What follows belongs to an exercise in optimizing a design on an open flow for small area; a production flow would make more cautious choices. Function was checked by simulation only, so behaviour that the tests miss may differ from the original. Power is estimated from default activity; no workload was simulated.

==> flow/design.v <==
module canhk_frame_fifo #(
    parameter BYTES  = 64,    
    parameter FRAMES = 10,    
    parameter AW     = 6,     
    parameter FW     = 4,     
    parameter MSG    = 0      
) (
    input  wire          clk,
    input  wire          rst,
    input  wire          wr_en,     
    input  wire [7:0]    wr_data,
    input  wire          wr_end,    
    output wire          rd_valid,
    output wire [7:0]    rd_data,
    output wire          rd_last,
    input  wire          rd_ready,
    output reg  [FW-1:0] frames,
    output reg  [15:0]   drops
);
    reg [7:0]  mem [0:BYTES-1];
    reg [AW-1:0] rd_ptr;           
    reg [AW-1:0] wr_ptr;           
    reg [AW-1:0] cm_ptr;           
    reg          ovf;              
    reg          inp;              
    wire        full    = (wr_ptr == rd_ptr) && (frames != 0 || inp);
    wire        wr_ok   = wr_en && !full && !ovf;
    wire        ovf_now = ovf || (wr_en && full);
    wire        push_ok = wr_end && !ovf_now && (frames != FRAMES);
    wire        drop    = wr_end && !push_ok;
    wire [7:0] rd_mem;
    genvar gi;
    generate for (gi = 0; gi < BYTES; gi = gi + 1) begin : g_row
        wire sel  = !full && (wr_ptr == gi);
        wire keep = !sel;
        wire put  = sel && wr_en;
        always @(posedge clk)
            mem[gi] <= (mem[gi] & {8{keep}}) | (wr_data & {8{put}});
    end endgenerate
    integer ri;
    reg [7:0] rd_or;
    always @(*) begin
        rd_or = 8'd0;
        for (ri = 0; ri < BYTES; ri = ri + 1)
            rd_or = rd_or | (mem[ri] & {8{rd_ptr == ri}});
    end
    assign rd_mem = rd_or;
    localparam HL = MSG ? 6 : 4;
    localparam RW = MSG ? 7 : 6;    
    reg [2:0]    pos;
    reg [RW-1:0] rem;
    reg          sync;
    assign rd_valid = (frames != 0);
    assign rd_data  = rd_mem;
    wire at_len = (pos == HL - 1);
    wire in_pay = (pos == 3'd7);
    generate if (MSG) begin : g_msg
        assign rd_last = (at_len || in_pay) && (rem == 0);
    end else begin : g_ctl
        assign rd_last = (at_len && (sync || rd_data == 8'h00)) ||
                         (in_pay && rem == 0);
    end endgenerate
    wire pop      = rd_valid && rd_ready;
    wire pop_last = pop && rd_last;
    always @(posedge clk) begin
        if (rst) begin
            pos  <= 3'd0;
        end else if (pop) begin
            if (rd_last) begin
                pos <= 3'd0;
            end else if (at_len) begin
                pos <= 3'd7;
                if (!MSG)
                    rem <= rd_data - 1'b1;
                else
                    rem <= rem - 1'b1;
            end else if (in_pay) begin
                rem <= rem - 1'b1;
            end else begin
                pos <= pos + 1'b1;
                if (pos == 3'd0)
                    sync <= (rd_data == 8'h5A) || (rd_data == 8'hA5);
                if (MSG && pos == 3'd4)
                    rem <= rd_data[RW-1:0];
            end
        end
    end
    always @(posedge clk) begin
        if (rst) begin
            rd_ptr <= 0;
            wr_ptr <= 0;
            cm_ptr <= 0;
            ovf    <= 1'b0;
            inp    <= 1'b0;
            frames <= 0;
            drops  <= 16'd0;
        end else begin
            if (pop)
                rd_ptr <= rd_ptr + 1'b1;
            if (wr_end) begin
                ovf <= 1'b0;
                inp <= 1'b0;
                if (push_ok) begin
                    wr_ptr <= wr_ptr + 1'b1;
                    cm_ptr <= wr_ptr + 1'b1;
                end else begin
                    wr_ptr <= cm_ptr;
                end
            end else begin
                if (wr_ok) begin
                    wr_ptr <= wr_ptr + 1'b1;
                    inp    <= 1'b1;
                end
                if (wr_en && full)
                    ovf <= 1'b1;
            end
            if (push_ok && !pop_last)
                frames <= frames + 1'b1;
            else if (!push_ok && pop_last)
                frames <= frames - 1'b1;
            if (drop)
                drops <= drops + 1'b1;
        end
    end
endmodule
module canhk_rx_engine (
    input  wire        clk,
    input  wire        rst,         
    input  wire        rx_valid,    
    input  wire [7:0]  rx_data,
    input  wire        rx_err,      
    input  wire        stop,        
    output wire        cq_valid,
    output wire [7:0]  cq_data,
    output wire        cq_last,
    input  wire        cq_ready,
    output wire        mq_valid,
    output wire [7:0]  mq_data,
    output wire        mq_last,
    input  wire        mq_ready,
    output wire [3:0]  cq_frames,
    output wire [4:0]  mq_frames,
    output wire [15:0] drop_c,
    output wire [15:0] drop_m,
    output wire        running,
    output wire        fatal,
    output wire        rx_busy
);
    localparam [7:0] CMD_MESSAGE     = 8'h40;
    localparam [7:0] CMD_SYNC        = 8'hA5;
    localparam [7:0] CMD_SYNC_ANSWER = 8'h5A;
    reg        run;
    reg        fatal_r;
    reg [2:0]  pos;
    reg        msg;       
    reg        sync;      
    reg [15:0] rem;
    wire byte_in = run && rx_valid && !rx_err;
    wire first   = (pos == 3'd0);
    wire take    = byte_in && !(first && rx_data == 8'h00);
    wire is_msg  = first ? (rx_data == CMD_MESSAGE) : msg;
    wire in_pay  = (pos == 3'd7);
    wire done    = in_pay ? (rem == 16'd1) :
                   msg    ? (pos == 3'd5 && rx_data == 8'h00 && rem[7:0] == 8'h00) :
                            (pos == 3'd3 && (sync || rx_data == 8'h00));
    wire at_len  = msg ? (pos == 3'd5) : (pos == 3'd3);
    always @(posedge clk) begin
        if (rst) begin
            run     <= 1'b1;
            fatal_r <= 1'b0;
            pos     <= 3'd0;
        end else begin
            if (run && rx_err) begin
                run     <= 1'b0;
                fatal_r <= 1'b1;
            end else if (stop) begin
                run <= 1'b0;
            end
            if (take) begin
                if (done) begin
                    pos <= 3'd0;
                end else if (in_pay) begin
                    rem <= rem - 1'b1;
                end else if (at_len) begin
                    pos <= 3'd7;
                    if (msg)
                        rem[15:8] <= rx_data;
                    else
                        rem <= {8'd0, rx_data};
                end else begin
                    pos <= pos + 1'b1;
                    if (first) begin
                        msg  <= (rx_data == CMD_MESSAGE);
                        sync <= (rx_data == CMD_SYNC) || (rx_data == CMD_SYNC_ANSWER);
                    end
                    if (pos == 3'd4)
                        rem[7:0] <= rx_data;
                end
            end
        end
    end
    canhk_frame_fifo #(.BYTES(64), .FRAMES(10), .AW(6), .FW(4), .MSG(0)) u_cq (
        .clk      (clk),
        .rst      (rst),
        .wr_en    (take && !is_msg),
        .wr_data  (rx_data),
        .wr_end   (take && !is_msg && done),
        .rd_valid (cq_valid),
        .rd_data  (cq_data),
        .rd_last  (cq_last),
        .rd_ready (cq_ready),
        .frames   (cq_frames),
        .drops    (drop_c)
    );
    canhk_frame_fifo #(.BYTES(128), .FRAMES(16), .AW(7), .FW(5), .MSG(1)) u_mq (
        .clk      (clk),
        .rst      (rst),
        .wr_en    (take && is_msg),
        .wr_data  (rx_data),
        .wr_end   (take && is_msg && done),
        .rd_valid (mq_valid),
        .rd_data  (mq_data),
        .rd_last  (mq_last),
        .rd_ready (mq_ready),
        .frames   (mq_frames),
        .drops    (drop_m)
    );
    assign running = run;
    assign fatal   = fatal_r;
    assign rx_busy = !first;
endmodule
==> flow/flow/run.sh <==
#!/bin/bash
# Own layout flow: the standard flow, except that the synthesised netlist
# comes from the standard synthesis script with an area-oriented ABC mapping
# (flow/area_synth.tcl), and two layout arguments differ (below). The
# standard synthesis runs first; its netlist is replaced only when both have
# the same registers.
set -euo pipefail
W=$(pwd)
R=$W/orfs/results/$FLOW_PLATFORM/canhk_rx_engine/base

bash standard.sh synth > $W/synth_standard.log 2>&1
cp $R/1_2_yosys.v $W/standard_1_2_yosys.v

sed -e "s#SYNTH_SCRIPT=[^ ]*#SYNTH_SCRIPT=$W/flow/area_synth.tcl#" \
    -e "s#WORK_HOME=[^ ]*#WORK_HOME=$W/orfs_area#" standard.sh > $W/area_synth.sh
bash $W/area_synth.sh synth > $W/synth_area.log 2>&1
A=$W/orfs_area/results/$FLOW_PLATFORM/canhk_rx_engine/base/1_2_yosys.v

if python3 $W/flow/regs.py $R/1_2_yosys.v $A > $W/regs_check.log 2>&1; then
  cp $A $R/1_2_yosys.v
  touch $R/1_2_yosys.v
fi

export CTS_ARGS="-sink_clustering_enable -repair_clock_nets -sink_clustering_size 16 -sink_clustering_max_diameter 60 -buf_list sky130_fd_sc_hd__clkbuf_8 -dont_use_dummy_load"
export BUFFER_PORTS_ARGS="-buffer_cell sky130_fd_sc_hd__buf_1"
bash standard.sh finish > $W/layout.log 2>&1
==> flow/flow/area.abc <==
&get -n
&st
&syn2
&dch
&nf -R 1000 -F 8 -p
&put
==> flow/flow/area_synth.tcl <==
# The standard synthesis script (synth_recipe.tcl), with one change: the
# combinational logic is mapped by an area-oriented ABC script (area.abc)
# instead of ORFS's delay-oriented one. Registers are not touched by ABC, so
# they keep the standard synthesis's names and cell types.
set ::area_abc [file join [file dirname [file normalize [info script]]] area.abc]
proc abc {args} {
  set i [lsearch -exact $args -script]
  if { $i >= 0 } {
    set args [lreplace $args [expr {$i + 1}] [expr {$i + 1}] $::area_abc]
  }
  yosys abc {*}$args
}
proc synth {args} { yosys synth -nofsm -noshare {*}$args }
source $::env(SCRIPTS_DIR)/synth.tcl
# left out here: clear keep_hierarchy, flatten, clean up, hide names made inside functions, write 1_2_yosys.v
==> flow/flow/regs.py <==
# regs.py A.v B.v: exit 0 when both netlists have the same registers
# (instance name and cell type without its drive strength).
import re, sys
def regs(path):
    out = set()
    for m in re.finditer(r'^\s*sky130_fd_sc_hd__(\w+?)_\d+\s+(\S+)\s*\(', open(path).read(), re.M):
        cell, name = m.groups()
        if re.match(r'(e|s)?df|dl', cell):
            out.add((cell, name))
    return out
a, b = regs(sys.argv[1]), regs(sys.argv[2])
print(f"registers: {len(a)} standard, {len(b)} own, {len(a ^ b)} differ")
sys.exit(0 if a == b and a else 1)
==> flow/standard.sh <==
#!/bin/bash
# synth_recipe.tcl (not shown) runs the flow's synth.tcl, then flattens the netlist and writes it again
# the make line also repeats each setting of config.mk as NAME=value (left out here)
make -C /OpenROAD-flow-scripts/flow DESIGN_CONFIG=/design/flow/config.mk WORK_HOME=/design/flow/orfs CLKGATE_MAP_FILE= SYNTH_SCRIPT=/design/flow/synth_recipe.tcl "${@:-finish}"
==> flow/config.mk <==
export PLATFORM = sky130hd
export DESIGN_NAME = canhk_rx_engine
export DESIGN_NICKNAME = canhk_rx_engine
export VERILOG_FILES = /design/flow/design.v
export SDC_FILE = /design/flow/constraint.sdc
export NUM_CORES = 4
export LEC_CHECK = 0
export CAP_MARGIN = 10
export CORE_MARGIN = 2
export CORE_UTILIZATION = 72
export CTS_BUF_LIST = sky130_fd_sc_hd__clkbuf_8
export CTS_CLUSTER_DIAMETER = 60
export CTS_CLUSTER_SIZE = 16
export GPL_TIMING_DRIVEN = 0
export PLACE_DENSITY = 0.9
export SLEW_MARGIN = 10
==> flow/constraint.sdc <==
create_clock -name core_clock -period 10.0 [get_ports {clk}]
set_input_delay 2.0000 -clock core_clock [delete_from_list [all_inputs] [get_ports {clk}]]
set_output_delay 2.0000 -clock core_clock [all_outputs]
set_load 0.01 [all_outputs]
==> qor.csv, run 1 <==
metric,value,unit
wire per inst,24.9,um
met1 track demand over resource,59.3,%
max incr delay on CP,860,ps
Worst EP arrival,6760,ps
Detail Route Antenna Nets,0,
status,finished with violations,
Clock Path Buffers,3,
final setup fails,0,
"Remaining Overflow, GRT",0,
pre-CTS setup slack,2420,ps
vias in the first global route,50700,
crit path max fanout,12,
worst-path cell chain,"or2_0, nor2_1, a22o_1, a221oi_1, nand4_1, nor3_1, clkinv_1, nor3_1, nand2_1, o21bai_1, a22oi_1, clkinv_1, buf_1",
YS warnings,5,
Worst Path Required,8000,ps
SO Viols,"max-capacitance violations, max-slew violations",
final net count,7182,
area of the die,0.0865,mm^2
initial antenna violation count,15,
Die Span Y,294,um
RSZ-0062 raised after global routing,false,
M3 GR Usage,15.1,%
# hold bufs at CTS,0,
routed via count,56900,
gp weighted congestion,1.07,
slowest stage cell on the critical path,a221oi_1,
Leak Pwr,26.8,nW
"CTS clk-pin slew, worst paths",100,ps
period utilisation layout,87.6,%
Post-CTS Repair Setup Buffers,0,
Syn Area/Cell,8.80,um^2
Final Skew,94.3,ps
normalized max-slew margin,-2.38,%
CP Class,flip-flop to output port,
drt first pass iters,9,
Final HPWL DP,140000,um
Slew @ Worst Pin,1530,ps
number of max-cap violations,2,
Final WS setup,1240,ps
CTS tree,done,
Boundary Pins,79,
DRC viols,0,
setup TNS,0,ps
Power Density,158,mW/mm^2
PostCTS Resize Cnt,0,
final WL,204000,um
GRT Total Usage,45.6,%
crit path launch type,flip-flop,
synthesized cell area,0.0606,mm^2
first-pass GRT wire length,301000,um
1st-iter DRT viols,8989,
CTS Root Cell,clkbuf_8,
Mapped Cells,6887,
Sink Count,1663,
busiest grt layer,met2,
area growth from synthesis to layout,6.80,%
fmax,114,MHz
# rows,106,
GRT met2 Usage,65.3,%
Initial Utilization,72.6,%
die width,294,um
crit path time final,8760,ps
Hold WC Path Type,flip-flop to flip-flop,
layout cell share with drive strength beyond 1,2.81,%
Max VDD drop,141,uV
Core Region,0.0834,mm^2
largest net degree at the start of global routing,72,
Clock Latency Late Sink,850,ps
Crit. End Element,output port,
CTS Buf Count,117,
final core occ,77.6,%
"Net Count, Synth",6951,
htree depth,3,
I/O Buffers,78,
Vias/cell,6.93,
fin. max-slew vios,18,
final hold vios,0,
## path summary, 6_finish.rpt
check	slack, ps	startpoint	to	cells after the start
max	1240	u_cq.rd_ptr[2]	cq_last	13
min	460	u_cq.mem[51][7]	u_cq.mem[51][7]	2
max reg2reg	1520	u_cq.rd_ptr[2]	u_cq.frames[3]	21
min reg2reg	460	u_cq.mem[51][7]	u_cq.mem[51][7]	2
## critical path: cells and delay by family (launching register included)
| family | cells | cell delay, ps |
|---|---|---|
| AOI/OAI and AO/OA | 4 | 1680 |
| buffers and inverters | 3 | 600 |
| and+or+nand+nor | 6 | 2940 |
| DFF | 1 | 670 |
## report_power, final
group | internal (W) | switching, W | total (W)
Sequential | 0.00676 | 0.0000685 | 0.00683
Clock | 0.00104 | 0.00205 | 0.00309
Combinational | 0.0000952 | 0.000199 | 0.000294
Total | 0.00790 | 0.00231 | 0.0102
## stage by stage
step	power (W)	instances	hold slack, ps	cell area, um^2
floorplan	0.00714	6887	424	60600
finish	0.0102	8208	462	64700
detailed placement	0.00726	8078	442	63000
global route	0.0104	8197	476	64700
CTS	0.0102	8195	461	64600
global placement	0.00723	8045	433	62200
## area by class of cell
cell class              count  area (um^2)
flip-flops and latches   1663        33600
multi-input cells        5190        27100
fillers                  5839        18700
clock buffers             117         1610
well taps                1080         1350
repair buffers            112          918
inverters                  34          128
diodes                     12         30.0
## metal layers
metal  vias up  routed length [um]  part of all wire [%]
met1     26500               74300                    36
li1      25400                   -                     -
met5         -                  64                 0.031
met4        10               15700                   7.7
met2      4017               83900                    41
met3       942               30200                    15
## sequential cells by signal (all words and copies together), names as in the netlist, 3 cells and up
register / cells
u_cq.rd_ptr: 6
u_cq.pos: 3
u_cq.drops: 16
u_mq.pos: 3
u_cq.rem: 6
pos: 3
u_cq.mem: 512
u_mq.frames: 5
u_mq.rem: 7
u_cq.frames: 4
u_mq.rd_ptr: 7
u_mq.wr_ptr: 7
u_cq.cm_ptr: 6
rem: 16
u_cq.wr_ptr: 6
u_mq.cm_ptr: 7
u_mq.drops: 16
u_mq.mem: 1024
## cells in the final DEF, fill, tap and decap left out, types with 11 or more instances in the layout
cell type,n
dfxtp_1,1631
nor2_1,1436
a21oi_1,1094
nand2_1,730
o21ai_0,544
a22oi_1,315
a22o_1,167
a221oi_1,154
nand4_1,133
clkbuf_8,117
nand3_1,113
buf_1,77
a222oi_1,60
ha_1,47
nor3_1,44
nor4_1,38
xor2_1,36
clkinv_1,34
edfxtp_1,32
xnor2_1,29
and3_1,23
a211oi_1,22
or4_1,17
or2_0,17
nor2b_1,14
diode_2,12
nor2_2,11
nand2b_1,11
buf_12,11
==> inputs of run 2 (changes only) <==
--- a/flow/config.mk
+++ b/flow/config.mk
@@ -5,7 +5,7 @@
 export SDC_FILE = /design/flow/constraint.sdc
 export NUM_CORES = 4
 export LEC_CHECK = 0
-export CAP_MARGIN = 10
+export CAP_MARGIN = 20
 export CORE_MARGIN = 2
 export CORE_UTILIZATION = 72
 export CTS_BUF_LIST = sky130_fd_sc_hd__clkbuf_8
@@ -13,4 +13,4 @@
 export CTS_CLUSTER_SIZE = 16
 export GPL_TIMING_DRIVEN = 0
 export PLACE_DENSITY = 0.9
-export SLEW_MARGIN = 10
+export SLEW_MARGIN = 20
==> qor.csv, run 2 <==
metric,value,unit,change
status,finished clean,,
Crit. End Element,output port,,
Seq pwr share,67.0,%,about the same
Boundary Pins,79,,unchanged
setup TNS,0,ps,unchanged
Core Region,0.0834,mm^2,unchanged
Int Power,0.00788,W,-0.23%
Worst EP arrival,6770,ps,about the same
synthesized cell area,0.0606,mm^2,unchanged
Non-Filler Instances,8207,,-0.012%
Final HPWL DP,139000,um,-0.24%
fmax,114,MHz,-0.14%
YS warnings,5,,unchanged
largest net degree at the start of global routing,67,,-6.9%
crit path buf inv count,3,,unchanged
"CTS clk-pin slew, worst paths",100,ps,about the same
Post-CTS Repair Setup Buffers,0,,unchanged
slowest stage cell on the critical path,a221oi_1,,
CTS Buf Count,115,,-1.7%
routed via count,56600,,-0.49%
total power,0.0102,W,-0.21%
final core occ,77.7,%,+0.10 points
worst-path cell chain,"or2_0, nor2_1, a22o_1, a221oi_1, nand4_1, nor3_1, clkinv_1, nor3_1, nand2_1, o21bai_1, a22oi_1, clkinv_1, buf_1",,
Worst Path Required,8000,ps,about the same
DRC viols,0,,unchanged
Mapped Cells,6887,,unchanged
Largest register FFs,1024,,unchanged
wire per inst,24.9,um,about the same
period utilisation layout,87.7,%,+0.13 points
Top reg by flops,u_mq.mem,,
final setup fails,0,,unchanged
crit path max fanout,12,,unchanged
PostCTS Resize Cnt,0,,unchanged
Die Span Y,294,um,unchanged
vias in the first global route,50500,,-0.47%
most frequent cells in the layout,"dfxtp_1 (1631), nor2_1 (1401), a21oi_1 (1093), nand2_1 (730), o21ai_0 (544)",,
area of the die,0.0865,mm^2,unchanged
"CP delay by family, top",simple AND/OR/NAND/NOR gates,,
1st-iter DRT viols,8905,,-0.93%
GRT Total Usage,45.7,%,+0.075 points
Fill cells,5742,,-1.7%
first-pass GRT wire length,302000,um,+0.20%
Sink Count,1663,,unchanged
normalized max-slew margin,12.8,%,+15 points
DP Cell Count,8080,,+0.025%
crit path time final,8770,ps,+12.5 ps
# rows,106,,unchanged
switching pwr,0.00231,W,-0.16%
Slew @ Worst Pin,1300,ps,-227 ps
layout cell share with drive strength beyond 1,3.36,%,+0.55 points
initial antenna violation count,16,,+1
RSZ-0062 raised after global routing,false,,
gp weighted congestion,1.07,,unchanged
area growth from synthesis to layout,6.94,%,
CP Class,flip-flop to output port,,
Max VDD drop,168,uV,+19%
max incr delay on CP,830,ps,-30 ps
final hold vios,0,,unchanged
Detail Route Antenna Nets,0,,unchanged
"most common cell after layout, fill and taps aside",dfxtp_1,,
# hold bufs at CTS,0,,unchanged
final net count,7182,,unchanged
Sw Ratio,22.7,%,about the same
Multi-input gate area,0.0272,mm^2,+0.54%
crit path launch type,flip-flop,,
I/O Buffers,78,,unchanged
fin. max-slew vios,0,,-18
largest registers,"u_mq.mem: 1024 flops, u_cq.mem: 512 flops",,
combinational fraction of design power,2.9,%,about the same
CTS tree,done,,
Vias/cell,6.90,,-0.47%
Power Density,157,mW/mm^2,-0.34%
Initial Utilization,72.6,%,unchanged
Hold WC Path Type,flip-flop to flip-flop,,
"Remaining Overflow, GRT",0,,unchanged
Syn Area/Cell,8.80,um^2,unchanged
Leak Pwr,26.8,nW,about the same
htree depth,3,,unchanged
worst hold margin,462,ps,+0.312 ps
Clock Path Buffers,3,,unchanged
drt first pass iters,9,,unchanged
die width,294,um,unchanged
Clock Latency Late Sink,850,ps,about the same
Final Skew,69.3,ps,-25.0 ps
final WL,204000,um,about the same
"Net Count, Synth",6951,,unchanged
CTS Root Cell,clkbuf_8,,
sequential standard cell area,0.0336,mm^2,unchanged
Clk pwr share,30.1,%,about the same
number of max-cap violations,0,,-2
[run 2: final cells by class]
class / instances / area share (%)
Inverter: 34 / 0.197
Tap cell: 1080 / 2.09
Timing Repair Buffer: 114 / 1.37
Sequential cell: 1663 / 51.9
Clock buffer: 115 / 2.44
Antenna cell: 11 / 0.0425
Multi-Input combinational cell: 5190 / 42.0
[run 2: power groups by stage]
stage	Clock [W]	Combinational [W]	Sequential [W]
finish	0.00307	0.000293	0.00683
global route	0.00325	0.000319	0.00685
detailed placement	0	0.000279	0.00698
global placement	0	0.000252	0.00698
floorplan	0	0.000175	0.00697
CTS	0.00302	0.000281	0.00683
[run 2: path summary, 6_finish.rpt]
kind,startpoint,to,slack (ps),depth (start not counted)
worst max-delay path,u_cq.rd_ptr[2],cq_last,1230,13
worst min-delay path,u_mq.mem[1][4],u_mq.mem[1][4],460,2
worst max register to register,u_cq.rd_ptr[2],u_cq.frames[3],1530,21
worst min register to register,u_mq.mem[1][4],u_mq.mem[1][4],460,2
[run 2: per-stage QoR]
| stage | worst slack [ps] | area, um^2 |
|---|---|---|
| 2_1_floorplan | 4490 | 60600 |
| 3_3_place_gp | 1220 | 62200 |
| 3_5_place_dp | 2350 | 63100 |
| 4_1_cts | 1880 | 64700 |
| 5_1_grt | 1300 | 64800 |
| 6_report | 1230 | 64800 |
[run 2: worst reg2reg max path, cell delays in order, from the launching register on]
cell      delay (ps)
dfxtp_1          680
or2_0            820
nor2_1           570
a22o_1           370
a221oi_1         830
nand4_1          530
nor3_1           730
clkinv_1         320
nor3_1           290
nand2_1           90
o21bai_1         160
a22oi_1          310
nor2_1           770
clkinv_1         370
ha_1             330
clkinv_1          90
ha_1             230
a21o_1           180
a21oi_1          170
xnor2_1           90
or3_1            320
a21oi_1          160
[run 2: per-layer routing]
layer / up-vias / GRT usage (%) / wire, um
met5: - / 0 / 46
met4: 8 / 26.2 / 13800
met3: 866 / 15.8 / 31500
met1: 26400 / 59.7 / 73900
li1: 25400 / - / -
met2: 3965 / 65.9 / 84800

## port drivers added, routing unchanged
The results above use ideal ports. As a check the final layouts listed here were re-extracted and re-timed, cells and wires unchanged.
Step 1 sets driving cells, clkbuf_16 on the clock port and buf_2 on the other inputs (assumed; they add their load-dependent delay and slew).
Step 2, shift: input delay + t, output delay - t, t = (earliest + latest rising clock arrival at the registers) / 2. This alone moves slack from input paths to output paths.
a / b / c = ideal / step 1 / step 2; a / b = the first two.
| run | shift t [ns] | setup WS [ns] | hold slack, ns | worst setup path at the end | worst data-port slew with drivers (ns) |
|---|---|---|---|---|---|
| run 1 | 0.873 | 1.245 / 1.174 / 1.524 | 0.462 / 0.462 / 0.462 | register to register | 0.05 |
| run 2 | 0.883 | 1.232 / 1.155 / 1.527 | 0.462 / 0.462 / 0.462 | register to register | 0.04 |
